This is an optimization exercise on Yosys and OpenROAD, whose aim is small area, not a production implementation.
The RTL was checked by simulation tests, not by an equivalence proof against the original design.
Power and IR drop assume default switching activity.

`config.mk`:
```
export PLATFORM = sky130hd
export DESIGN_NAME = aims_core
export DESIGN_NICKNAME = aims_core
export VERILOG_FILES = /design/flow/design.v
export SDC_FILE = /design/flow/constraint.sdc
export NUM_CORES = 4
export LEC_CHECK = 0
export CAP_MARGIN = 20
export CORE_MARGIN = 2
export CORE_UTILIZATION = 70
export PLACE_DENSITY = 0.8
export SLEW_MARGIN = 20
export SYNTH_HIERARCHICAL = 1
```
`constraint.sdc`:
```
create_clock -name core_clock -period 13.0 [get_ports {clk}]
set_input_delay 2.6000 -clock core_clock [delete_from_list [all_inputs] [get_ports {clk}]]
set_output_delay 2.6000 -clock core_clock [all_outputs]
set_load 0.01 [all_outputs]
```
`design.v`:
```
module aims_aoi3 (
    input  wire [2:0] d,
    input  wire [2:0] h,
    output wire       yn
);
    assign yn = ~|(d & h);
endmodule
module aims_sel8 (
    input  wire [7:0] d,
    input  wire [7:0] h,
    output wire       y
);
    wire n0, n1;
    aims_aoi3 u0 (.d(d[2:0]), .h(h[2:0]), .yn(n0));
    aims_aoi3 u1 (.d(d[5:3]), .h(h[5:3]), .yn(n1));
    wire n2 = ~((d[6] & h[6]) | (d[7] & h[7]));
    assign y = ~(n0 & n1 & n2);
endmodule
module aims_mul_bit (
    input  wire acc,
    input  wire t,
    input  wire s,
    input  wire ci,
    output wire v,
    output wire co
);
    wire ts = t & s;
    assign v  = acc ^ ts ^ ci;
    assign co = (acc & ts) | (ci & (acc ^ ts));
endmodule
module aims_hr_bit (
    input  wire cap,
    input  wire it,
    input  wire m,
    input  wire sc,
    input  wire si,
    output wire y,
    output wire e          
);
    assign y = (cap & sc) | (it & si) | m;
    assign e = ~(cap ^ it);
endmodule
module aims_hr_hi (
    input  wire cap,
    input  wire it,
    input  wire sc,
    input  wire si,
    output wire y,
    output wire e          
);
    assign y = (cap & sc) | (it & si);
    assign e = ~(cap ^ it);
endmodule
module aims_core (
    input  wire         clk,
    input  wire         rst,           
    input  wire         host_we,
    input  wire [3:0]   host_addr,
    input  wire [63:0]  host_wdata,
    output wire [63:0]  host_rdata,
    input  wire [2:0]   rs_idx,
    output wire [31:0]  rs_data,
    output wire [9:0]   imem_addr,
    input  wire [127:0] imem_rdata
);
    localparam [2:0] ST_IDLE   = 3'd0;
    localparam [2:0] ST_RUN    = 3'd1;
    localparam [2:0] ST_HALT   = 3'd2;
    localparam [2:0] ST_CAPPED = 3'd3;
    localparam [2:0] ST_FAULT  = 3'd4;
    localparam [2:0] PH_LOAD  = 3'd0;
    localparam [2:0] PH_WAIT  = 3'd1;
    localparam [2:0] PH_DEC   = 3'd2;
    localparam [2:0] PH_PASS  = 3'd3;
    localparam [2:0] PH_DRAIN = 3'd4;
    reg [31:0] x0, x1, x2, x3, x4, x5;    
    reg [31:0] T;                         
    reg [30:0] acc;                       
    reg        cs;                        
    reg [2:0]  mi;                        
    reg        mvld;                      
    reg [31:0] ite, ito;                  
    reg [63:0] cap_n;
    reg [9:0]  pcr;                       
    reg [2:0]  state;
    reg [2:0]  ph;
    reg [4:0]  cnt;
    reg        zf;         
    reg        c_alu;      
    reg        c_pc;       
    reg        c_it;       
    reg        eqf;        
    reg        fc2;        
    reg        load_err;
    reg        le7;        
    reg [2:0]  ipsel;
    reg [10:0] plen;
    reg        cap_en;
    reg        cap_vld;    
    wire running = (state == ST_RUN);
    wire idle    = (state == ST_IDLE);
    wire p_load  = running & (ph == PH_LOAD);
    wire p_dec   = running & (ph == PH_DEC);
    wire rot     = running & (ph == PH_PASS);
    wire last    = (cnt == 5'd31);
    wire [3:0]  op     = imem_rdata[3:0];
    wire        op_bad = |imem_rdata[31:4];
    wire [31:0] la     = imem_rdata[63:32];
    wire [31:0] lb     = imem_rdata[95:64];
    wire [31:0] lc     = imem_rdata[127:96];
    reg a_is_reg, b_is_reg;
    always @(*) begin
        case (op)
            4'd9, 4'd10, 4'd13: a_is_reg = 1'b0;
            default:            a_is_reg = 1'b1;
        endcase
        case (op)
            4'd0, 4'd2, 4'd4, 4'd6, 4'd10, 4'd12, 4'd13, 4'd15: b_is_reg = 1'b1;
            default:                                            b_is_reg = 1'b0;
        endcase
    end
    wire a_bad = (|la[31:3]) | (la[2] & la[1]);
    wire b_bad = (|lb[31:3]) | (lb[2] & lb[1]);
    wire c_bad = (|lc[31:3]) | (lc[2] & lc[1]);
    wire idx_bad = (a_is_reg & a_bad) | (b_is_reg & b_bad) | c_bad;
    wire [2:0] ia = la[2:0];
    wire [2:0] ib = lb[2:0];
    wire [2:0] ic = lc[2:0];
    wire is_add = (op[3:1] == 3'd0);
    wire is_mul = (op[3:1] == 3'd1);
    wire is_and = (op[3:1] == 3'd2);
    wire is_or  = (op[3:1] == 3'd3);
    wire is_set = (op[3:1] == 3'd4);
    wire is_cmp = (op[3:2] == 2'd3) | (op[3:1] == 3'd5);
    wire is_gt  = (op == 4'd10) | (op == 4'd11) | (op == 4'd12);
    wire mulr   = (op == 4'd2);
    reg [2:0] psel;
    reg       p_x, p_la, p_lb;
    always @(*) begin
        psel = rs_idx; p_x = 1'b1; p_la = 1'b0; p_lb = 1'b0;
        if (running) begin
            if (ph == PH_LOAD) psel = ipsel;
            else begin
                psel = ia;
                p_x  = mulr;
                p_la = ~mulr & ~a_is_reg;
                p_lb = ~mulr & a_is_reg;
            end
        end
    end
    wire [7:0] ph8;
    genvar g;
    generate
        for (g = 0; g < 6; g = g + 1) begin : gh
            assign ph8[g] = p_x & ~zf & (psel == g);
        end
    endgenerate
    assign ph8[6] = p_la;
    assign ph8[7] = p_lb;
    wire [31:0] port;
    generate
        for (g = 0; g < 32; g = g + 1) begin : gport
            aims_sel8 u (.d({lb[g], la[g], x5[g], x4[g], x3[g], x2[g], x1[g], x0[g]}),
                         .h(ph8), .y(port[g]));
        end
    endgenerate
    assign rs_data   = port;
    assign imem_addr = pcr;
    wire [5:0] ro = {x5[0], x4[0], x3[0], x2[0], x1[0], x0[0]} & {6{~zf}};
    wire ra = ro[ia];
    wire rb = ro[ib];
    wire rp = ro[ipsel];
    wire a  = a_is_reg ? ra : T[0];
    wire b  = b_is_reg ? rb : T[0];
    wire bb    = b ^ is_cmp;
    wire s_add = a ^ bb ^ c_alu;
    wire c_add = (a & bb) | (a & c_alu) | (bb & c_alu);
    wire eqf_n = eqf & ~(a ^ b);
    wire [2:0] ms  = mulr ? ib : ia;
    wire s_mul = rot & mvld & ro[mi];
    wire [31:0] mv;
    wire [32:0] mc;
    wire [30:0] macc;
    wire        co15;
    assign mc[0] = 1'b0;
    generate
        for (g = 0; g < 31; g = g + 1) begin : gacc
            if (g == 15) begin : gsplit
                assign macc[g] = acc[g] ^ cs;
            end else begin : gplain
                assign macc[g] = acc[g];
            end
        end
        for (g = 0; g < 32; g = g + 1) begin : gmul
            if (g == 15) begin : gsplit
                aims_mul_bit u (.acc(macc[g]), .t(T[g]), .s(s_mul),
                                .ci(mc[g]), .v(mv[g]), .co(co15));
            end else begin : gplain
                aims_mul_bit u (.acc(g == 31 ? 1'b0 : macc[(g == 31) ? 0 : g]), .t(T[g]), .s(s_mul),
                                .ci(mc[g]), .v(mv[g]), .co(mc[g+1]));
            end
        end
    endgenerate
    assign mc[16] = acc[15] & cs;
    reg r;
    always @(*) begin
        r = 1'b0;
        if (is_add) r = s_add;
        if (is_mul) r = mv[0];
        if (is_and) r = a & b;
        if (is_or)  r = a | b;
        if (is_set) r = a;
    end
    wire ovf  = (a ^ b) & (s_add ^ a);
    wire lt   = s_add ^ ovf;
    wire flag = is_gt ? (~lt & ~eqf_n) : eqf_n;
    wire c_ip   = (ic == ipsel);
    wire inc_in = c_ip ? r : rp;
    wire inc_o  = inc_in ^ c_pc;
    wire [5:0] rin;
    wire [5:0] ov0, ov1;
    generate
        for (g = 0; g < 6; g = g + 1) begin : grin
            assign rin[g] = (ipsel == g) ? inc_o : ((ic == g) ? r : ro[g]);
            assign ov0[g] = last & is_cmp & (ic == g);
            assign ov1[g] = last & is_cmp & (ic == g) & c_ip;
        end
    endgenerate
    wire v0 = flag ^ c_ip;
    wire ie0 = ite[0] & ~zf;
    wire io0 = ito[0] & ~zf;
    wire n0  = ie0 ^ c_it;
    wire t1  = ie0 & c_it;
    wire n1  = io0 ^ t1;
    wire iter_eq;
    wire start = host_we & idle & (host_addr == 4'h7) & host_wdata[0] & ~load_err;
    wire to_drain = start | (rot & last & is_mul);
    wire pc_in_range = (port[31:11] == 21'd0) & (port[10:0] < plen);
    wire hi_zero = (host_wdata[63:11] == 53'd0);
    wire cap_ld  = host_we & idle & (host_addr == 4'h4);
    always @(posedge clk) begin
        if (rot) begin
            x0 <= {rin[0], x0[31:1]};
            x1 <= {rin[1], x1[31:1]};
            x2 <= {rin[2], x2[31:1]};
            x3 <= {rin[3], x3[31:1]};
            x4 <= {rin[4], x4[31:1]};
            x5 <= {rin[5], x5[31:1]};
            if (ov0[0]) x0[0] <= v0;
            if (ov0[1]) x1[0] <= v0;
            if (ov0[2]) x2[0] <= v0;
            if (ov0[3]) x3[0] <= v0;
            if (ov0[4]) x4[0] <= v0;
            if (ov0[5]) x5[0] <= v0;
            if (ov1[0]) x0[1] <= flag;
            if (ov1[1]) x1[1] <= flag;
            if (ov1[2]) x2[1] <= flag;
            if (ov1[3]) x3[1] <= flag;
            if (ov1[4]) x4[1] <= flag;
            if (ov1[5]) x5[1] <= flag;
            ite <= {n0, ite[31:1]};
            ito <= {n1, ito[31:1]};
        end
        if (cap_ld)
            cap_n <= host_wdata;
        if (p_dec)
            T <= port;
        else if (rot & ~is_mul)
            T <= {T[0], T[31:1]};
        acc   <= mv[31:1];
        cs    <= co15;
        if (p_dec) begin
            mi   <= ms;
            mvld <= is_mul;
        end
        if (p_load) pcr <= port[9:0];
        c_alu <= p_dec ? is_cmp : c_add;
        c_pc  <= p_dec | (inc_in & c_pc);
        c_it  <= p_dec | (io0 & t1);
        eqf   <= p_dec | eqf_n;
        cnt   <= p_dec ? 5'd0 : (to_drain ? 5'd3 : cnt + 5'd1);
        if (rst) begin
            state    <= ST_IDLE;
            ph       <= PH_LOAD;
            zf       <= 1'b1;
            fc2      <= 1'b0;
            load_err <= 1'b0;
            le7      <= 1'b0;
            ipsel    <= 3'd1;
            plen     <= 11'd0;
            cap_en   <= 1'b0;
            cap_vld  <= 1'b0;
        end else begin
            if (host_we & idle) begin
                case (host_addr)
                    4'h1: begin
                        if (hi_zero & (host_wdata[10:3] == 8'd0) & ~(host_wdata[2] & host_wdata[1]))
                            ipsel <= host_wdata[2:0];
                        else if (!load_err) begin
                            load_err <= 1'b1;
                            le7      <= 1'b0;
                        end
                    end
                    4'h2: begin
                        if (hi_zero & (~host_wdata[10] | (host_wdata[9:0] == 10'd0)))
                            plen <= host_wdata[10:0];
                        else if (!load_err) begin
                            load_err <= 1'b1;
                            le7      <= 1'b1;
                        end
                    end
                    4'h3: cap_en <= host_wdata[0];
                    4'h4: cap_vld <= 1'b1;
                    default: ;
                endcase
            end
            if (start) begin
                state <= ST_RUN;
                ph    <= PH_DRAIN;
            end
            if (running) begin
                case (ph)
                    PH_LOAD: begin
                        if (cap_en & cap_vld & ~zf & iter_eq) state <= ST_CAPPED;
                        else if (pc_in_range)                 ph <= PH_WAIT;
                        else                                  state <= ST_HALT;
                    end
                    PH_WAIT: ph <= PH_DEC;
                    PH_DRAIN: if (last) ph <= PH_LOAD;
                    PH_DEC: begin
                        if (op_bad | idx_bad) begin
                            state <= ST_FAULT;
                            fc2   <= ~op_bad;
                        end else
                            ph <= PH_PASS;
                    end
                    PH_PASS: begin
                        if (last) begin
                            zf <= 1'b0;
                            if (is_mul) ph <= PH_DRAIN;
                            else        ph <= PH_LOAD;
                        end
                    end
                endcase
            end
        end
    end
    wire fault = (state == ST_FAULT);
    assign iter_eq = &ieq;
    wire sc = (host_addr == 4'h4) & cap_vld;
    wire si = (host_addr == 4'h5) & ~zf;
    reg [11:0] smf;
    always @(*) begin
        case (host_addr)
            4'h0:    smf = {2'd0, fault & fc2, fault & ~fc2,
                            1'b0, load_err, load_err & le7, load_err & le7,
                            load_err, state};
            4'h1:    smf = {9'd0, ipsel};
            4'h2:    smf = {1'b0, plen};
            4'h3:    smf = {11'd0, cap_en};
            4'h6:    smf = fault ? {2'd0, pcr} : 12'd0;
            default: smf = 12'd0;
        endcase
    end
    wire [63:0] itv, ieq;
    wire [63:0] capv = cap_n;
    generate
        for (g = 0; g < 32; g = g + 1) begin : gil
            assign itv[2*g]    = ite[g];
            assign itv[2*g+1]  = ito[g];
        end
        for (g = 0; g < 12; g = g + 1) begin : ghl
            aims_hr_bit u (.cap(capv[g]), .it(itv[g]), .m(smf[g]), .sc(sc), .si(si),
                           .y(host_rdata[g]), .e(ieq[g]));
        end
        for (g = 12; g < 64; g = g + 1) begin : ghh
            aims_hr_hi u (.cap(capv[g]), .it(itv[g]), .sc(sc), .si(si), .y(host_rdata[g]),
                          .e(ieq[g]));
        end
    endgenerate
endmodule
```
`flow/run.sh`:
```
#!/bin/bash
export BUFFER_PORTS_ARGS="-buffer_cell sky130_fd_sc_hd__buf_1"
export CTS_ARGS="-sink_clustering_enable -repair_clock_nets -buf_list sky130_fd_sc_hd__clkbuf_8 -root_buf sky130_fd_sc_hd__clkbuf_8 -sink_clustering_size 14 -sink_clustering_max_diameter 60 -dont_use_dummy_load"
bash standard.sh > standard.log 2>&1
```
`standard.sh`:
```
#!/bin/bash
# synth_recipe.tcl (not shown) runs the flow's synth.tcl, then flattens the netlist and writes it again
# the make line also repeats each setting of config.mk as NAME=value (left out here)
make -C /OpenROAD-flow-scripts/flow DESIGN_CONFIG=/design/flow/config.mk WORK_HOME=/design/flow/orfs CLKGATE_MAP_FILE= SYNTH_SCRIPT=/design/flow/synth_recipe.tcl "${@:-finish}"
```
==> impl_metrics.json, run 1 <==
{
  "final.setup.tns_ps": 0,
  "h-tree-depth": 2,
  "start_util": 0.710,
  "ant_nets": 0,
  "postLayoutCellArea_um2": 21300,
  "worst_setup_path_start_kind": "register",
  "cts_tree": "done",
  "drt_pass1_iterations": 12,
  "hpwl_mm": 38.4,
  "core_um2": 26800,
  "holdBufCountCts": 0,
  "min_period_ps": 9010,
  "grt_pass1_vias": 13600,
  "setup_violations": 0,
  "drv_slew": 0,
  "final_net_count": 1939,
  "grt_pass1_wl_mm": 79.1,
  "synth_edf_count": 366,
  "ir_worst_vdd_v": 0.0000986,
  "yosysTopAreaCellShare": 0.577,
  "clk_latency_ps": 570,
  "place_area_um2": 20700,
  "synth_flop_cell": "edfxtp_1",
  "regToRegSetupSlack_ps": 3990,
  "hold_path.startpoint": "x4[27]",
  "ys_seq_area_frac": 0.648,
  "endpoint_kind": "register",
  "crit_arrival_ps": 9440,
  "io_pins": 308,
  "cts_buffers": 38,
  "synthArstFlopShare": 0,
  "core.rowCount": 60,
  "cts_resized": 0,
  "overflow": 0,
  "yosys.area.top_type": "edfxtp_1",
  "cts_setup_buffers": 0,
  "wl_per_cell_um": 26.2,
  "clk_pin_slew_ps": 90,
  "hold_violations": 0,
  "yosysWarningCount": 7,
  "cts-root-buf": "clkbuf_8",
  "initialDrtViolationCount": 1996,
  "worstSetupPathType": "reg2reg",
  "syn_inst": 1343,
  "rsz0062_at_grt": "false",
  "synth.most_common_cell": "edfxtp_1",
  "final_layout_size_suffix_gt1_frac": 0.0659,
  "min_path_cells": 0,
  "viasPerCell": 6.88,
  "syn_area_per_cell_um2": 14.2,
  "hold_class": "reg2reg",
  "route.detailed.drc": 0,
  "min_to": "x4[26]",
  "p_int_w": 0.00182,
  "die_w_um": 169,
  "dieArea_um2": 28500,
  "grt_use_total": 0.372,
  "clkSinkCount": 433,
  "reg2reg_depth": 22,
  "status": "finished clean",
  "clock_path_buffers": 3,
  "slew_headroom": 0.233,
  "combinationalPowerShare": 0.047,
  "p_switching_w": 0.000490,
  "die_h_um": 169,
  "area_growth_pct": 11.8,
  "nFillCells": 1692,
  "netlist_area_um2": 19000,
  "synth_commonest_cells": "edfxtp_1 (366), nand2_1 (115), xnor2_1 (69), dfxtp_1 (67), a222oi_1 (64)",
  "fin_skew_ps": 50.6,
  "leakage_nw": 7.08,
  "post-route-period-util": 0.693,
  "worst_pin_slew_ps": 1150,
  "antenna_found_initial": 4,
  "timing.rr.start": "state[2]",
  "pwr-share-seq": 0.661,
  "dr_total_vias": 14000,
  "synth_seq_cells": 433,
  "port_buffers": 307,
  "crit_required_ps": 13430,
  "fmax_mhz": 111,
  "drt-total-wl_mm": 53.1,
  "swShare": 0.212,
  "grt_start_max_net_pins": 92,
  "path_max_fanout": 51,
  "clock_power_share": 0.293,
  "routabilityCongestion": 0.921,
  "r2r-end": "acc[30]",
  "synth.distinct_cells": 69,
  "netlist_top_cells_area": "edfxtp_1 (58%), dfxtp_1 (7.0%), fa_1 (3.5%), a222oi_1 (3.4%), xnor2_1 (3.2%)",
  "p_per_area_nw_per_um2": 108,
  "max_cap_viol_count": 0
}
[per-stage QoR]
step                      instances  hold WS (ps)  setup slack (ps)  utilization  total power (W)
after floorplan                1345           426               391            -          0.00161
after global placement         1984           429              4240        0.773          0.00166
after detailed placement       1987           436              3980        0.774          0.00166
after CTS                      2025           423              3980        0.793          0.00231
after global routing           2026           429              3570        0.794          0.00237
final                          2028           411              3990        0.794          0.00231
[layout make-up]
type,instances,area (um2),area share
diodes,3,7.51,0.000353
clock buffers,38,523,0.0246
inverters,21,78.8,0.00371
multi-input cells,861,6580,0.309
flip-flops and latches,433,12300,0.580
well taps,341,427,0.0201
repair buffers,331,1330,0.0625
[per-module statistics from Yosys (local to each module, per instance)]
module        flops+latches  cells
aims_core               433   1023
aims_hr_bit               0      2
aims_aoi3                 0      1
aims_sel8                 0      2
aims_hr_hi                0      2
aims_mul_bit              0      2
[worst max-delay path by stage]
stage | end | cells past startpoint | startpoint | slack, ps
after floorplan | acc[14] | 21 | state[0] | 390
after global placement | acc[14] | 22 | state[2] | 4240
after detailed placement | acc[30] | 22 | state[2] | 3980
after CTS | acc[30] | 22 | state[2] | 3980
after global routing | acc[14] | 22 | state[2] | 3570
final | acc[30] | 22 | state[2] | 3990
[power groups by stage]
stage               registers [W]  logic [W]  clock network (W)
finish                    0.00152   0.000107           0.000675
global route              0.00153   0.000118           0.000729
CTS                       0.00152   0.000106           0.000683
detailed placement        0.00156   0.000106                  0
global placement          0.00155   0.000101                  0
floorplan                 0.00155  0.0000523                  0
[routing by layer]
metal  track usage  share of wire
met3        0.0685          0.098
met2         0.626           0.49
met1         0.456           0.34
met4         0.216          0.065
met5             0        0.00025
[worst max-delay path, stage by stage, from the launching register on]
cell and delay (ps):
dfxtp_1 450, or3b_2 320, nor2_1 130, and3_4 400, nor4bb_4 270, buf_4 230
and2_1 180, fa_1 390, fa_1 430, fa_1 440, fa_1 440, fa_1 430
fa_1 430, fa_1 430, fa_1 440, fa_1 440, fa_1 420, fa_1 430
fa_1 440, fa_1 430, fa_1 430, fa_1 430, fa_1 460
[state kept, by name (all words and copies together) (netlist names), 3 cells and up]
signal	cells
state	3
ph	3
cap_n	64
x4	32
mi	3
T	32
x0	32
x2	32
plen	11
x3	32
pcr	10
x5	32
ipsel	3
ito	32
acc	31
ite	32
x1	32
cnt	5
[layout by cell type (no fill, tap or decap), types with 14 or more instances in the layout]
master and instances:
nor4_1 50, mux2i_1 28, a22o_1 58, nand4_1 28, dfxtp_1 67, nand2_1 115, ha_1 18, xnor2_1 69
buf_4 20, fa_1 33, a22oi_1 36, nand3_1 44, mux2_2 17, nor2_1 52, and2_1 33, a21oi_1 25
a222oi_1 64, a221o_1 14, edfxtp_1 366, nor3_1 14, inv_1 21, clkbuf_8 38, o21ai_0 21, buf_1 307
[cell families (layout without fill, tap and decap cells)]
logic type | Yosys count | after routing | share of synthesized area
flops | 433 | 433 | 0.648
simple gates | 419 | 419 | 0.117
compound gates | 267 | 267 | 0.115
xor+xnor | 72 | 72 | 0.0335
fa+ha+maj | 51 | 51 | 0.0465
buf+inv | 51 | 390 | 0.0103
mux | 49 | 49 | 0.0295
other cells | 1 | 6 | 0.000197
==> run 2: changes to the inputs <==
--- a/config.mk
+++ b/config.mk
@@ -7,7 +7,7 @@
 export LEC_CHECK = 0
 export CAP_MARGIN = 20
 export CORE_MARGIN = 2
-export CORE_UTILIZATION = 70
-export PLACE_DENSITY = 0.8
+export CORE_UTILIZATION = 60
+export PLACE_DENSITY = 0.75
 export SLEW_MARGIN = 20
 export SYNTH_HIERARCHICAL = 1
==> impl_metrics.json, run 2 <==
{
  "crit_required_ps": 10400,
  "die_h_um": 182,
  "synth_flop_cell": "edfxtp_1",
  "status": "finished clean",
  "die_w_um": 182,
  "synthSimpleGateAreaFrac": 0.117,
  "final_cell_mix": "edfxtp_1 (366), buf_1 (307), nand2_1 (115)",
  "viasPerCell": 6.67,
  "cts_tree": "done",
  "nFillCells": 2319,
  "min_to": "x2[28]",
  "overflow": 0,
  "final.setup.tns_ps": 0,
  "grt_pass1_wl_mm": 81.2,
  "reg2reg_depth": 22,
  "fin_total_pwr_w": 0.00231,
  "ant_nets": 0,
  "critical-path-top-delay-family": "simple AND/OR/NAND/NOR gates",
  "clk_latency_ps": 570,
  "netlist_area_um2": 19000,
  "pwr-share-seq": 0.659,
  "multi_input_comb_area_um2": 6590,
  "dr_total_vias": 13900,
  "port_buffers": 307,
  "min_path_cells": 0,
  "synth_commonest_cells": "edfxtp_1 (366), nand2_1 (115), xnor2_1 (69), dfxtp_1 (67), a222oi_1 (64)",
  "drt-total-wl_mm": 55.0,
  "clk_pin_slew_ps": 100,
  "yosys.area.top_type": "edfxtp_1",
  "grt_pass1_vias": 13600,
  "rsz0062_at_grt": "false",
  "worstSetupPathType": "in2out",
  "crit_chain": "buf_1 -> nor3b_2 -> nor2b_1 -> a211oi_1 -> a211o_1 -> nand2b_1 -> nor2_2 -> buf_4 -> a222oi_1 -> nand3_1 -> buf_1",
  "regToRegSetupSlack_ps": 4190,
  "timing.rr.start": "state[0]",
  "postLayoutCellArea_um2": 21300,
  "hold_violations": 0,
  "worstPathBufferInverterCount": 3,
  "slowest_delay_ps": 750,
  "dp.cells": 2045,
  "syn_inst": 1343,
  "slew_headroom": 0.286,
  "clock_path_buffers": 3,
  "core.rowCount": 65,
  "layout_commonest_cell": "edfxtp_1",
  "path_max_fanout": 17,
  "syn_area_per_cell_um2": 14.2,
  "clock_power_share": 0.294,
  "post-route-period-util": 0.691,
  "p_int_w": 0.00182,
  "synth_xor_area_frac": 0.0335,
  "final_net_count": 1936,
  "dieArea_um2": 33200,
  "synth.most_common_cell": "edfxtp_1",
  "synthAdderAreaFrac": 0.0465,
  "core_um2": 31400,
  "setup_violations": 0,
  "final_cells": 2086,
  "fin_skew_ps": 74.2,
  "start_util": 0.606,
  "route.detailed.drc": 0,
  "register_area_um2": 12300,
  "p_per_area_nw_per_um2": 108,
  "hold_path.startpoint": "x2[29]",
  "yosysWarningCount": 7,
  "antenna_found_initial": 4,
  "cts_resized": 0,
  "drt_pass1_iterations": 12,
  "initialDrtViolationCount": 1927,
  "whs_ps": 419,
  "endpoint_kind": "primary output",
  "routabilityCongestion": 1.00,
  "hold_class": "reg2reg",
  "synth_edf_count": 366,
  "synth.distinct_cells": 69,
  "ys_seq_area_frac": 0.648,
  "swShare": 0.214,
  "yosysTopAreaCellShare": 0.577,
  "synth_top_family_by_area": "simple AND/OR/NAND/NOR gates",
  "ir_worst_vdd_v": 0.000101,
  "cts-root-buf": "clkbuf_8",
  "io_pins": 308,
  "worst_path_max_delay_cell": "nor2_2",
  "grt_use_total": 0.330,
  "cts_buffers": 38,
  "area_growth_pct": 12.1,
  "synth_compound_area_frac": 0.115,
  "wl_per_cell_um": 26.4,
  "combinationalPowerShare": 0.047,
  "synth_seq_cells": 433,
  "min_period_ps": 8980,
  "grt_start_max_net_pins": 94,
  "critPathMostFrequentCell": "buf_1",
  "post_synth_mux_area_share": 0.0295,
  "r2r-end": "acc[30]",
  "largest_register_ffs": 64,
  "clkSinkCount": 433,
  "synthArstFlopShare": 0,
  "crit_arrival_ps": 6380,
  "place_area_um2": 20800,
  "fmax_mhz": 111,
  "holdBufCountCts": 0,
  "drv_slew": 0,
  "worst_setup_path_start_kind": "input pin",
  "hpwl_mm": 40.6,
  "worst_pin_slew_ps": 1060,
  "max_cap_viol_count": 0,
  "final_layout_size_suffix_gt1_frac": 0.0648,
  "largest_register": "cap_n",
  "leakage_nw": 7.06,
  "h-tree-depth": 2,
  "p_switching_w": 0.000495,
  "netlist_top_cells_area": "edfxtp_1 (58%), dfxtp_1 (7.0%), fa_1 (3.5%), a222oi_1 (3.4%), xnor2_1 (3.2%)",
  "cts_setup_buffers": 0
}
==> run 2: worst max-delay path by stage <==
stage | cells after the start | end | slack (ps) | startpoint
global placement | 22 | acc[30] | 4270 | state[2]
detailed placement | 11 | rs_data[16] | 4140 | imem_rdata[1]
CTS | 11 | rs_data[16] | 4120 | imem_rdata[1]
global route | 22 | acc[30] | 3790 | state[2]
floorplan | 21 | acc[14] | 390 | state[0]
finish | 11 | rs_data[16] | 4020 | imem_rdata[1]
==> run 2: per-layer routing <==
metal	up-vias	wire [um]	GRT usage
met2	928	26900	0.564
met4	2	3740	0.200
met3	174	5270	0.0655
met1	6787	19100	0.387
met5	-	17	0
li1	6031	-	-
==> run 2: power groups by stage <==
stage	clock network (W)	registers (W)	logic, W
floorplan	0	0.00155	0.0000523
global placement	0	0.00155	0.000103
detailed placement	0	0.00156	0.000107
CTS	0.000690	0.00152	0.000108
global route	0.000738	0.00153	0.000119
finish	0.000680	0.00152	0.000109
==> run 2: logic make-up after synthesis <==
logic type,Yosys count
DFF,433
and+or+nand+nor,419
AOI/OAI and AO/OA,267
xor gates and xnor gates,72
adders and majority gates,51
buffers and inverters,51
muxes,49
other,1
==> run 2: stage by stage <==
stage	worst slack [ps]	utilization
after floorplan	391	-
after global placement	4270	0.663
after detailed placement	4140	0.663
after CTS	4120	0.679
after global routing	3790	0.680
final	4020	0.680
==> run 2: area by class of cell <==
cell class                 count  area share
timing repair buffer         328      0.0615
inverter                      21     0.00369
tap                          402      0.0236
antenna                        3    0.000352
multi-input combinational    861       0.309
clock buffer                  38      0.0245
sequential                   433       0.578
==> run 2: modules after synthesis, one instance, submodules excluded <==
module        flops+latches  cells  times used  area (um2)
aims_aoi3                 0      1          64        10.0
aims_sel8                 0      2          32        12.5
aims_hr_bit               0      2          12        18.8
aims_mul_bit              0      2          32        26.3
aims_core               433   1023           1       16000
aims_hr_hi                0      2          52        17.5
==> run 3: changes to the inputs <==
--- a/design.v
+++ b/design.v
@@ -16,6 +16,31 @@
     wire n2 = ~((d[6] & h[6]) | (d[7] & h[7]));
     assign y = ~(n0 & n1 & n2);
 endmodule
+module aims_mux4 (
+    input  wire [3:0] d,
+    input  wire [1:0] s,
+    output wire       y
+);
+    assign y = d[s];
+endmodule
+module aims_mux32 (
+    input  wire [31:0] d,
+    input  wire [4:0]  s,
+    output wire        y
+);
+    wire [7:0] l1;
+    wire [1:0] l2;
+    genvar i;
+    generate
+        for (i = 0; i < 8; i = i + 1) begin : g1
+            aims_mux4 u (.d(d[4*i+3:4*i]), .s(s[1:0]), .y(l1[i]));
+        end
+        for (i = 0; i < 2; i = i + 1) begin : g2
+            aims_mux4 u (.d(l1[4*i+3:4*i]), .s(s[3:2]), .y(l2[i]));
+        end
+    endgenerate
+    assign y = s[4] ? l2[1] : l2[0];
+endmodule
 module aims_mul_bit (
     input  wire acc,
     input  wire t,
@@ -34,22 +59,18 @@
     input  wire m,
     input  wire sc,
     input  wire si,
-    output wire y,
-    output wire e          
+    output wire y
 );
     assign y = (cap & sc) | (it & si) | m;
-    assign e = ~(cap ^ it);
 endmodule
 module aims_hr_hi (
     input  wire cap,
     input  wire it,
     input  wire sc,
     input  wire si,
-    output wire y,
-    output wire e          
+    output wire y
 );
     assign y = (cap & sc) | (it & si);
-    assign e = ~(cap ^ it);
 endmodule
 module aims_core (
     input  wire         clk,
@@ -90,6 +111,7 @@
     reg        c_pc;       
     reg        c_it;       
     reg        eqf;        
+    reg        eqc;        
     reg        fc2;        
     reg        load_err;
     reg        le7;        
@@ -170,8 +192,10 @@
     wire ra = ro[ia];
     wire rb = ro[ib];
     wire rp = ro[ipsel];
-    wire a  = a_is_reg ? ra : T[0];
-    wire b  = b_is_reg ? rb : T[0];
+    wire tb;               
+    aims_mux32 utb (.d(T), .s(cnt), .y(tb));
+    wire a  = a_is_reg ? ra : tb;
+    wire b  = b_is_reg ? rb : tb;
     wire bb    = b ^ is_cmp;
     wire s_add = a ^ bb ^ c_alu;
     wire c_add = (a & bb) | (a & c_alu) | (bb & c_alu);
@@ -232,7 +256,18 @@
     wire n0  = ie0 ^ c_it;
     wire t1  = ie0 & c_it;
     wire n1  = io0 ^ t1;
-    wire iter_eq;
+    wire [31:0] cap_e, cap_o;
+    generate
+        for (g = 0; g < 32; g = g + 1) begin : gcap
+            assign cap_e[g] = cap_n[2*g];
+            assign cap_o[g] = cap_n[2*g+1];
+        end
+    endgenerate
+    wire ce, co;
+    aims_mux32 uce (.d(cap_e), .s(cnt), .y(ce));
+    aims_mux32 uco (.d(cap_o), .s(cnt), .y(co));
+    wire eqc_n   = eqc & ~(n0 ^ ce) & ~(n1 ^ co);
+    wire cap_hit = cap_en & cap_vld & eqc_n;
     wire start = host_we & idle & (host_addr == 4'h7) & host_wdata[0] & ~load_err;
     wire to_drain = start | (rot & last & is_mul);
     wire pc_in_range = (port[31:11] == 21'd0) & (port[10:0] < plen);
@@ -265,8 +300,6 @@
             cap_n <= host_wdata;
         if (p_dec)
             T <= port;
-        else if (rot & ~is_mul)
-            T <= {T[0], T[31:1]};
         acc   <= mv[31:1];
         cs    <= co15;
         if (p_dec) begin
@@ -278,6 +311,7 @@
         c_pc  <= p_dec | (inc_in & c_pc);
         c_it  <= p_dec | (io0 & t1);
         eqf   <= p_dec | eqf_n;
+        eqc   <= p_dec | eqc_n;
         cnt   <= p_dec ? 5'd0 : (to_drain ? 5'd3 : cnt + 5'd1);
         if (rst) begin
             state    <= ST_IDLE;
@@ -321,9 +355,8 @@
             if (running) begin
                 case (ph)
                     PH_LOAD: begin
-                        if (cap_en & cap_vld & ~zf & iter_eq) state <= ST_CAPPED;
-                        else if (pc_in_range)                 ph <= PH_WAIT;
-                        else                                  state <= ST_HALT;
+                        if (pc_in_range) ph <= PH_WAIT;
+                        else             state <= ST_HALT;
                     end
                     PH_WAIT: ph <= PH_DEC;
                     PH_DRAIN: if (last) ph <= PH_LOAD;
@@ -337,8 +370,9 @@
                     PH_PASS: begin
                         if (last) begin
                             zf <= 1'b0;
-                            if (is_mul) ph <= PH_DRAIN;
-                            else        ph <= PH_LOAD;
+                            if (cap_hit)     state <= ST_CAPPED;
+                            else if (is_mul) ph <= PH_DRAIN;
+                            else             ph <= PH_LOAD;
                         end
                     end
                 endcase
@@ -346,7 +380,6 @@
         end
     end
     wire fault = (state == ST_FAULT);
-    assign iter_eq = &ieq;
     wire sc = (host_addr == 4'h4) & cap_vld;
     wire si = (host_addr == 4'h5) & ~zf;
     reg [11:0] smf;
@@ -362,7 +395,7 @@
             default: smf = 12'd0;
         endcase
     end
-    wire [63:0] itv, ieq;
+    wire [63:0] itv;
     wire [63:0] capv = cap_n;
     generate
         for (g = 0; g < 32; g = g + 1) begin : gil
@@ -371,11 +404,10 @@
         end
         for (g = 0; g < 12; g = g + 1) begin : ghl
             aims_hr_bit u (.cap(capv[g]), .it(itv[g]), .m(smf[g]), .sc(sc), .si(si),
-                           .y(host_rdata[g]), .e(ieq[g]));
+                           .y(host_rdata[g]));
         end
         for (g = 12; g < 64; g = g + 1) begin : ghh
-            aims_hr_hi u (.cap(capv[g]), .it(itv[g]), .sc(sc), .si(si), .y(host_rdata[g]),
-                          .e(ieq[g]));
+            aims_hr_hi u (.cap(capv[g]), .it(itv[g]), .sc(sc), .si(si), .y(host_rdata[g]));
         end
     endgenerate
 endmodule
--- a/config.mk
+++ b/config.mk
@@ -7,7 +7,7 @@
 export LEC_CHECK = 0
 export CAP_MARGIN = 20
 export CORE_MARGIN = 2
-export CORE_UTILIZATION = 60
-export PLACE_DENSITY = 0.75
+export CORE_UTILIZATION = 70
+export PLACE_DENSITY = 0.8
 export SLEW_MARGIN = 20
 export SYNTH_HIERARCHICAL = 1
==> impl_metrics.json, run 3 <==
{
  "syn_area_per_cell_um2": 15.8,
  "use_met2": 0.564,
  "overflow": 0,
  "grtUsageMet3": 0.0874,
  "regToRegSetupSlack_ps": 3950,
  "final_cell_mix": "edfxtp_1 (366), buf_1 (307), dfxtp_1 (67)",
  "drt_pass1_iterations": 29,
  "post-route-period-util": 0.696,
  "crit_required_ps": 13430,
  "synthArstFlopShare": 0,
  "cts_tree": "done",
  "p_switching_w": 0.000579,
  "antenna_found_initial": 0,
  "dr_total_vias": 13100,
  "ys_seq_area_frac": 0.663,
  "netlist_top_cells_area": "edfxtp_1 (59%), dfxtp_1 (7.3%), mux4_2 (4.2%), fa_1 (3.5%), a222oi_1 (3.4%)",
  "synth_flop_cell": "edfxtp_1",
  "leakage_nw": 6.85,
  "viasPerCell": 7.07,
  "p_per_area_nw_per_um2": 119,
  "clock_power_share": 0.269,
  "port_buffers": 307,
  "dieArea_um2": 27900,
  "hpwl_mm": 34.9,
  "multi_input_comb_area_um2": 6170,
  "layout_commonest_cell": "edfxtp_1",
  "rsz0062_at_grt": "false",
  "grt_use_met1": 0.506,
  "ir_worst_vdd_v": 0.0000917,
  "reg2reg_depth": 22,
  "clk_pin_slew_ps": 90,
  "route.detailed.drc": 0,
  "status": "finished clean",
  "clock_path_buffers": 3,
  "min_period_ps": 9050,
  "path_max_fanout": 76,
  "endpoint_kind": "register",
  "hold_path.startpoint": "x0[30]",
  "synth_commonest_cells": "edfxtp_1 (366), dfxtp_1 (68), a222oi_1 (64), nor2_1 (60), a22o_1 (58)",
  "fin_util": 0.798,
  "worstSetupPathType": "reg2reg",
  "cts-root-buf": "clkbuf_8",
  "hold_violations": 0,
  "die_w_um": 167,
  "hold_class": "reg2reg",
  "slew_headroom": 0.223,
  "grt_pass1_wl_mm": 75.3,
  "grt_start_max_net_pins": 94,
  "ant_nets": 0,
  "h-tree-depth": 2,
  "r2r-end": "acc[14]",
  "core.rowCount": 59,
  "worst_pin_slew_ps": 1160,
  "yosys.area.top_type": "edfxtp_1",
  "final_cells": 1857,
  "largest_register_ffs": 64,
  "fin_total_pwr_w": 0.00248,
  "netlist_area_um2": 18600,
  "die_h_um": 167,
  "final_net_count": 1776,
  "p_int_w": 0.00190,
  "clkSinkCount": 434,
  "setup_violations": 0,
  "synth_seq_cells": 434,
  "cts_buffers": 37,
  "min_path_cells": 0,
  "clk_latency_ps": 570,
  "final.setup.tns_ps": 0,
  "synth.most_common_cell": "edfxtp_1",
  "fin_skew_ps": 55.7,
  "drv_slew": 0,
  "nFillCells": 1482,
  "area_growth_pct": 11.9,
  "start_util": 0.713,
  "swShare": 0.234,
  "fmax_mhz": 110,
  "synth.distinct_cells": 67,
  "pwr-share-seq": 0.628,
  "synth_edf_count": 366,
  "busiest_layer": "met2",
  "cts_setup_buffers": 0,
  "final_layout_size_suffix_gt1_frac": 0.0966,
  "syn_inst": 1181,
  "io_pins": 308,
  "combinationalPowerShare": 0.103,
  "routabilityCongestion": 1.01,
  "crit_arrival_ps": 9480,
  "yosysTopAreaCellShare": 0.590,
  "worst_setup_path_start_kind": "register",
  "wl_per_cell_um": 27.0,
  "grt_use_total": 0.360,
  "timing.rr.start": "state[2]",
  "max_cap_viol_count": 0,
  "largest_register": "cap_n",
  "register_area_um2": 12400,
  "cts_resized": 0,
  "core_um2": 26100,
  "drt-total-wl_mm": 50.1,
  "initialDrtViolationCount": 2235,
  "dp.cells": 1819,
  "min_to": "x0[29]",
  "holdBufCountCts": 0,
  "yosysWarningCount": 7,
  "startpoint": "state[2]",
  "grt_pass1_vias": 12800
}
[run 3: cell count changes after synthesis, sizes merged, moves of 5 or more]
cell,previous run,this run
a21oi,26,17
clkbuf,26,20
inv,21,26
mux2,17,26
mux4,4,35
nand2,115,37
nand3,44,39
nand4,28,13
nor4bb,6,1
o21a,0,5
o31ai,7,1
xnor2,70,8
[run 3: power by group through the flow]
stage          clock [W]  combinational [W]  sequential (W)
2_1_floorplan          0           0.000156         0.00158
3_3_place_gp           0           0.000240         0.00159
3_5_place_dp           0           0.000247         0.00159
4_1_cts         0.000673           0.000250         0.00156
5_1_grt         0.000723           0.000272         0.00156
6_report        0.000666           0.000255         0.00156
[run 3: cell families (layout without fill, tap and decap cells)]
family,count (synthesis),count (layout),synth area share
flops,434,434,0.663
simple gates,298,298,0.0867
compound gates,253,253,0.114
mux,86,86,0.0729
fa+ha+maj,51,51,0.0475
buf+inv,49,387,0.0101
xor+xnor,9,9,0.00524
other cells,1,4,0.000201
[run 3: through the flow]
step / cell area [um2] / hold slack [ps] / worst slack, ps
after floorplan: 18600 / 426 / 1860
after global placement: 20300 / 427 / 4120
after detailed placement: 20300 / 433 / 3970
after CTS: 20800 / 427 / 3910
after global routing: 20800 / 430 / 3600
final: 20800 / 432 / 3950
[run 3: metal layers]
layer  share of wire  up-vias
li1                -     5566
met3            0.13      139
met2            0.47     1079
met4           0.037        0
met1            0.36     6348
met5               0        -
[run 3: final cells by class]
class / instances / share of cell area
inverters: 26 / 0.00468
multi-input cells: 700 / 0.296
clock buffers: 37 / 0.0244
flip-flops and latches: 434 / 0.593
repair buffers: 324 / 0.0618
well taps: 335 / 0.0201
diodes: 1 / 0.000120
[run 3: worst max path at each step]
stage	to	slack, ps	depth (start not counted)
after floorplan	host_rdata[0]	1860	3
after global placement	acc[14]	4120	22
after detailed placement	acc[14]	3970	22
after CTS	acc[14]	3910	22
after global routing	acc[14]	3600	22
final	acc[14]	3950	22
[run 3: Yosys stat by module, one instance, submodules excluded]
module / cells / times used / area (um2) / flops+latches
aims_core: 892 / 1 / 15500 / 434
aims_aoi3: 1 / 64 / 10.0 / 0
aims_mux32: 1 / 3 / 15.0 / 0
aims_mux4: 1 / 30 / 22.5 / 0
aims_mul_bit: 2 / 32 / 26.3 / 0
aims_hr_hi: 1 / 52 / 8.76 / 0
aims_sel8: 2 / 32 / 12.5 / 0
aims_hr_bit: 1 / 12 / 10.0 / 0
[run 3: worst max-delay path: stages, from the launching register on]
cell	delay [ps]
dfxtp_1	460
nor3b_1	80
buf_4	180
and4_4	500
nor4bb_4	310
buf_4	250
and2_1	180
fa_1	380
fa_1	420
fa_1	430
fa_1	460
fa_1	440
fa_1	440
fa_1	430
fa_1	460
fa_1	430
fa_1	450
fa_1	470
fa_1	430
fa_1	420
fa_1	430
fa_1	420
fa_1	460
==> run 4: changes to the inputs <==
==> flow/run.sh (replaced) <==
#!/bin/bash
export BUFFER_PORTS_ARGS="-buffer_cell sky130_fd_sc_hd__buf_1"
export CTS_ARGS="-sink_clustering_enable -repair_clock_nets -buf_list sky130_fd_sc_hd__clkbuf_8 -root_buf sky130_fd_sc_hd__clkbuf_8 -sink_clustering_size 17 -sink_clustering_max_diameter 60 -dont_use_dummy_load"
bash standard.sh > standard.log 2>&1
--- a/config.mk
+++ b/config.mk
@@ -7,7 +7,7 @@
 export LEC_CHECK = 0
 export CAP_MARGIN = 20
 export CORE_MARGIN = 2
-export CORE_UTILIZATION = 70
-export PLACE_DENSITY = 0.8
+export CORE_UTILIZATION = 60
+export PLACE_DENSITY = 0.75
 export SLEW_MARGIN = 20
 export SYNTH_HIERARCHICAL = 1
==> impl_metrics.json, run 4 <==
{
  "cts_resized": 0,
  "grt_use_total": 0.292,
  "max_cap_viol_count": 0,
  "fmax_mhz": 112,
  "ant_nets": 0,
  "post-route-period-util": 0.689,
  "dr_total_vias": 12700,
  "layout_commonest_cell": "edfxtp_1",
  "setup_violations": 0,
  "fin_util": 0.681,
  "crit_required_ps": 13490,
  "min_period_ps": 8960,
  "p_per_area_nw_per_um2": 116,
  "status": "finished clean",
  "crit_chain": "nor3b_2 -> and4_4 -> nor4bb_4 -> buf_4 -> and2_1 -> fa_1 -> fa_1 -> fa_1 -> fa_1 -> fa_1 -> fa_1 -> fa_1 -> fa_1 -> fa_1 -> fa_1 -> fa_1 -> fa_1 -> fa_1 -> fa_1 -> fa_1 -> fa_1",
  "endpoint_kind": "register",
  "initialDrtViolationCount": 1886,
  "viasPerCell": 6.66,
  "grt_start_max_net_pins": 193,
  "synth_commonest_cells": "edfxtp_1 (366), dfxtp_1 (68), a222oi_1 (64), nor2_1 (60), a22o_1 (58)",
  "worstSetupPathType": "reg2reg",
  "synth_edf_count": 366,
  "io_pins": 308,
  "clkSinkCount": 434,
  "cts_buffers": 31,
  "final_net_count": 1768,
  "netlist_top_cells_area": "edfxtp_1 (59%), dfxtp_1 (7.3%), mux4_2 (4.2%), fa_1 (3.5%), a222oi_1 (3.4%)",
  "syn_inst": 1181,
  "largest_register": "cap_n",
  "grt_pass1_vias": 12000,
  "syn_area_per_cell_um2": 15.8,
  "yosys.area.top_type": "edfxtp_1",
  "hold_class": "reg2reg",
  "fin_skew_ps": 47.3,
  "cts_setup_buffers": 0,
  "core.rowCount": 64,
  "die_h_um": 180,
  "cts_tree": "done",
  "leakage_nw": 6.80,
  "ir_worst_vdd_v": 0.0000952,
  "critPathMostFrequentCell": "fa_1",
  "cts-root-buf": "clkbuf_8",
  "core_um2": 30600,
  "routabilityCongestion": 0.914,
  "antenna-diode-count": 0,
  "worst_pin_slew_ps": 1030,
  "rsz0062_at_grt": "false",
  "drt-total-wl_mm": 48.9,
  "yosysTopAreaCellShare": 0.590,
  "port_buffers": 307,
  "clk_latency_ps": 620,
  "antenna_found_initial": 3,
  "hpwl_mm": 34.7,
  "worst_setup_path_start_kind": "register",
  "crit_arrival_ps": 9450,
  "route.detailed.drc": 0,
  "dieArea_um2": 32500,
  "largest_register_ffs": 64,
  "setup_slack_ps": 4040,
  "ys_seq_area_frac": 0.663,
  "area_growth_pct": 11.8,
  "synth.most_common_cell": "edfxtp_1",
  "slowest_delay_ps": 480,
  "synth_flop_cell": "edfxtp_1",
  "clk_pin_slew_ps": 100,
  "grt_pass1_wl_mm": 72.6,
  "overflow": 0,
  "drt_pass1_iterations": 10,
  "drv_slew": 0,
  "final.setup.tns_ps": 0,
  "die_w_um": 180,
  "final_layout_size_suffix_gt1_frac": 0.0912,
  "synthArstFlopShare": 0,
  "clock_path_buffers": 3,
  "holdBufCountCts": 0,
  "preCtsSetupSlack_ps": 3960,
  "worst_path_max_delay_cell": "and4_4",
  "h-tree-depth": 1,
  "slew_headroom": 0.312,
  "wl_per_cell_um": 25.6,
  "final_cell_mix": "edfxtp_1 (366), buf_1 (307), dfxtp_1 (67)",
  "hold_violations": 0,
  "path_max_fanout": 69,
  "netlist_area_um2": 18600,
  "synth.distinct_cells": 67,
  "synth_seq_cells": 434,
  "start_util": 0.609,
  "yosysWarningCount": 7
}
## run 4: cells by family (layout without fill, tap and decap cells)
logic type	after synthesis	after routing	synth area share
AOI/OAI and AO/OA	253	253	0.114
xor gates and xnor gates	9	9	0.00524
muxes	86	86	0.0729
adders and majority gates	51	51	0.0475
and+or+nand+nor	298	298	0.0867
DFF	434	434	0.663
buffers and inverters	49	379	0.0101
other	1	3	0.000201
## run 4: worst max-delay path, delay by kind of cell (launching register included)
family        cells  cell delay (ps)
buf+inv           1              240
fa+ha+maj        16             6900
flops             1              470
simple gates      4             1150
## run 4: worst paths after layout
check,start,endpoint,slack [ps],cells after the start
max reg2reg,state[2],acc[14],4040,21
max,state[2],acc[14],4040,21
min reg2reg,x4[24],x4[23],440,0
min,x4[24],x4[23],440,0
## run 4: area by class of cell
type / instances / area (um2)
multi-input cells: 700 / 6170
fillers: 2124 / 9770
inverters: 26 / 97.6
flip-flops and latches: 434 / 12400
clock buffers: 31 / 427
well taps: 396 / 495
repair buffers: 322 / 1280
## run 4: per-layer routing
layer | routed length (um) | up-vias | global-route usage
met5 | 41 | - | 0
met4 | 1240 | 6 | 0.0723
met3 | 5400 | 80 | 0.0550
met2 | 23500 | 820 | 0.468
met1 | 18700 | 6265 | 0.421
li1 | - | 5544 | -
## run 4: power breakdown
part | leakage, nW | switching [W] | total [W] | internal (W)
clock network | 0.223 | 0.000398 | 0.000611 | 0.000213
registers | 3.87 | 0.0000447 | 0.00156 | 0.00151
logic | 2.70 | 0.000120 | 0.000251 | 0.000131
total | 6.80 | 0.000563 | 0.00242 | 0.00186
## run 4: per-stage QoR
step | std cells | instance area [um2] | hold WS (ps) | power [W]
detailed placement | 1878 | 20400 | 433 | 0.00184
finish | 1909 | 20800 | 445 | 0.00242
floorplan | 1183 | 18600 | 426 | 0.00173
CTS | 1909 | 20800 | 447 | 0.00243
global route | 1909 | 20800 | 449 | 0.00250
global placement | 1878 | 20400 | 427 | 0.00184
## run 4: modules after synthesis (local to each module, per instance)
| module | copies in the design | cells inside |
|---|---|---|
| aims_aoi3 | 64 | 1 |
| aims_core | 1 | 892 |
| aims_hr_bit | 12 | 1 |
| aims_hr_hi | 52 | 1 |
| aims_mul_bit | 32 | 2 |
| aims_mux32 | 3 | 1 |
| aims_mux4 | 30 | 1 |
| aims_sel8 | 32 | 2 |
==> run 5: changes to the inputs <==
--- a/design.v
+++ b/design.v
@@ -98,8 +98,6 @@
     reg [31:0] T;                         
     reg [30:0] acc;                       
     reg        cs;                        
-    reg [2:0]  mi;                        
-    reg        mvld;                      
     reg [31:0] ite, ito;                  
     reg [63:0] cap_n;
     reg [9:0]  pcr;                       
@@ -200,8 +198,7 @@
     wire s_add = a ^ bb ^ c_alu;
     wire c_add = (a & bb) | (a & c_alu) | (bb & c_alu);
     wire eqf_n = eqf & ~(a ^ b);
-    wire [2:0] ms  = mulr ? ib : ia;
-    wire s_mul = rot & mvld & ro[mi];
+    wire s_mul = rot & is_mul & (mulr ? rb : ra);
     wire [31:0] mv;
     wire [32:0] mc;
     wire [30:0] macc;
@@ -302,10 +299,6 @@
             T <= port;
         acc   <= mv[31:1];
         cs    <= co15;
-        if (p_dec) begin
-            mi   <= ms;
-            mvld <= is_mul;
-        end
         if (p_load) pcr <= port[9:0];
         c_alu <= p_dec ? is_cmp : c_add;
         c_pc  <= p_dec | (inc_in & c_pc);
==> impl_metrics.json, run 5 <==
{
  "final_net_count": 1761,
  "post_synth_mux_area_share": 0.0682,
  "clkSinkCount": 430,
  "core_um2": 30400,
  "synth_edf_count": 362,
  "die_w_um": 179,
  "grt_start_max_net_pins": 193,
  "fin_skew_ps": 54.4,
  "holdBufCountCts": 0,
  "synthArstFlopShare": 0,
  "drt-total-wl_mm": 48.0,
  "synth.distinct_cells": 70,
  "netlist_top_cells_area": "edfxtp_1 (59%), dfxtp_1 (7.4%), mux4_2 (4.0%), fa_1 (3.6%), a222oi_1 (3.5%)",
  "netlist_area_um2": 18400,
  "viasPerCell": 6.62,
  "final.setup.tns_ps": 0,
  "synthAdderAreaFrac": 0.0480,
  "yosysTopAreaCellShare": 0.589,
  "grt_pass1_vias": 11700,
  "synth_flop_cell": "edfxtp_1",
  "hpwl_mm": 34.4,
  "core.rowCount": 64,
  "dr_total_vias": 12600,
  "final_cell_mix": "edfxtp_1 (362), buf_1 (306), dfxtp_1 (67)",
  "grt_use_total": 0.294,
  "fmax_mhz": 94.9,
  "grt_pass1_wl_mm": 69.8,
  "cts-root-buf": "clkbuf_8",
  "synth_seq_cells": 430,
  "syn_area_per_cell_um2": 15.8,
  "hold_class": "reg2reg",
  "yosysWarningCount": 7,
  "cts_tree": "done",
  "max_cap_viol_count": 0,
  "p_per_area_nw_per_um2": 117,
  "whs_ps": 441,
  "status": "finished clean",
  "wl_per_cell_um": 25.2,
  "cts_buffers": 31,
  "setup_violations": 0,
  "clock_path_buffers": 3,
  "port_buffers": 307,
  "start_util": 0.606,
  "synth_compound_area_frac": 0.111,
  "endpoint_kind": "register",
  "leakage_nw": 6.81,
  "worstSetupPathType": "in2reg",
  "largest_register": "cap_n",
  "synth_commonest_cells": "edfxtp_1 (362), dfxtp_1 (68), a222oi_1 (64), nor2_1 (59), a22o_1 (56)",
  "nFillCells": 2178,
  "drv_slew": 0,
  "synth_xor_area_frac": 0.00516,
  "worst_pin_slew_ps": 1090,
  "antenna_found_initial": 4,
  "h-tree-depth": 1,
  "cts_setup_buffers": 0,
  "synthSimpleGateAreaFrac": 0.0934,
  "clk_pin_slew_ps": 100,
  "initialDrtViolationCount": 1948,
  "multi_input_comb_area_um2": 6050,
  "synth_top_family_by_area": "compound AO/OA/AOI/OAI gates",
  "crit_required_ps": 13500,
  "layout_commonest_cell": "edfxtp_1",
  "post-route-period-util": 0.810,
  "hold_violations": 0,
  "cts_resized": 0,
  "ant_nets": 0,
  "ir_worst_vdd_v": 0.0000736,
  "dieArea_um2": 32200,
  "worst_setup_path_start_kind": "input pin",
  "ys_seq_area_frac": 0.663,
  "largest_register_ffs": 64,
  "register_area_um2": 12200,
  "rsz0062_at_grt": "false",
  "clk_latency_ps": 620,
  "path_max_fanout": 4,
  "min_period_ps": 10530,
  "routabilityCongestion": 0.940,
  "io_pins": 308,
  "drt_pass1_iterations": 14,
  "synth.most_common_cell": "edfxtp_1",
  "area_growth_pct": 11.7,
  "overflow": 0,
  "die_h_um": 179,
  "route.detailed.drc": 0,
  "crit_arrival_ps": 11030,
  "slew_headroom": 0.276,
  "syn_inst": 1170,
  "yosys.area.top_type": "edfxtp_1",
  "final_layout_size_suffix_gt1_frac": 0.0863
}
## run 5: cell types whose count changed in the layout (fill, tap and decap cells not counted), moves of 5 or more
cell	delta
nor3_1	+6
nand2_1	-12
mux2i_1	+5
nand3_1	+5
## run 5: area by class of cell
class / instances / share of cell area
diodes: 2 / 0.000243
flip-flops and latches: 430 / 0.594
repair buffers: 323 / 0.0625
clock buffers: 31 / 0.0207
inverters: 26 / 0.00474
well taps: 396 / 0.0241
multi-input cells: 696 / 0.294
## run 5: per-stage QoR
step	total power (W)	area, um2	util	instances	worst slack, ps
after floorplan	0.00173	18400	-	1172	544
after global placement	0.00184	20200	0.662	1871	1910
after detailed placement	0.00184	20200	0.663	1871	1850
after CTS	0.00243	20600	0.677	1902	2490
after global routing	0.00251	20600	0.677	1902	2200
final	0.00242	20600	0.677	1904	2470
## run 5: critical path, stage by stage
cell and delay [ps]:
buf_1 170, mux4_2 510, mux2i_1 160, nor2_1 70, a21oi_1 290, nor4_2 160, and2_1 180, fa_1 390
fa_1 430, fa_1 430, fa_1 440, fa_1 450, fa_1 430, fa_1 420, fa_1 450, fa_1 440
fa_1 420, fa_1 430, fa_1 420, fa_1 420, fa_1 420, fa_1 430, fa_1 470
## run 5: worst paths after layout
check                                     from      end  slack (ps)  cells after the start
worst min register to register         ito[30]  ito[29]         440                      0
worst max register to register              zf  acc[14]        4160                     23
worst max-delay path            imem_rdata[64]  acc[14]        2470                     23
worst min-delay path                   ito[30]  ito[29]         440                      0
## run 5: routing by layer
metal / track usage / vias up / part of all wire
li1: - / 5513 / -
met1: 0.426 / 6241 / 0.40
met2: 0.449 / 770 / 0.47
met3: 0.0640 / 80 / 0.11
met4: 0.0927 / 2 / 0.029
met5: 0 / - / 0.00027
## run 5: cells by family after synthesis
family                     Yosys count
AOI/OAI and AO/OA                  244
and+or+nand+nor                    307
DFF                                430
muxes                               81
adders and majority gates           51
xor gates and xnor gates            10
buffers and inverters               46
other                                1
## run 5: Yosys stat by module (local to each module, per instance)
module / cells inside / times used
aims_aoi3: 1 / 64
aims_core: 881 / 1
aims_hr_bit: 1 / 12
aims_hr_hi: 1 / 52
aims_mul_bit: 2 / 32
aims_mux32: 1 / 3
aims_mux4: 1 / 30
aims_sel8: 2 / 32
## run 5: power by group
| group | internal, W | switching, W | leakage, nW | total [W] |
|---|---|---|---|---|
| registers | 0.00150 | 0.0000436 | 3.83 | 0.00154 |
| logic | 0.000140 | 0.000134 | 2.76 | 0.000274 |
| clock network | 0.000213 | 0.000391 | 0.223 | 0.000604 |

[separate check: timing with driven ports]
The results above use ideal ports. As a check the final layouts listed here were re-extracted and re-timed, cells and wires unchanged.
Step 1 sets driving cells, clkbuf_16 on the clock port and buf_2 on the other inputs (assumed; they add their load-dependent delay and slew).
Step 2 also shifts input and output timing later by t, the mid clock arrival at the registers, as if the neighbouring blocks saw the same clock.
Slacks: ideal ports / drivers / drivers and shift; pairs: ideal ports / drivers.
run	shift t [ns]	setup WS [ns]	hold WS [ns]	worst data-port slew with drivers (ns)	cell pins on the clock port's net
run 1	0.588	3.993 / 3.993 / 3.993	0.411 / 0.411 / 0.411	0.11	1
run 2	0.581	4.019 / 3.947 / 3.947	0.419 / 0.419 / 0.419	0.16	1
run 3	0.588	3.948 / 3.948 / 3.948	0.432 / 0.432 / 0.432	0.06	1
run 4	0.643	4.044 / 4.044 / 4.044	0.445 / 0.445 / 0.445	0.09	1
run 5	0.637	2.468 / 2.492 / 1.854	0.441 / 0.441 / 0.441	0.09	1
After both steps setup and hold are still met in every run listed. The setup slack of run 5, which loses most, moves by +0.024 ns with the drivers and by -0.614 ns with both steps.
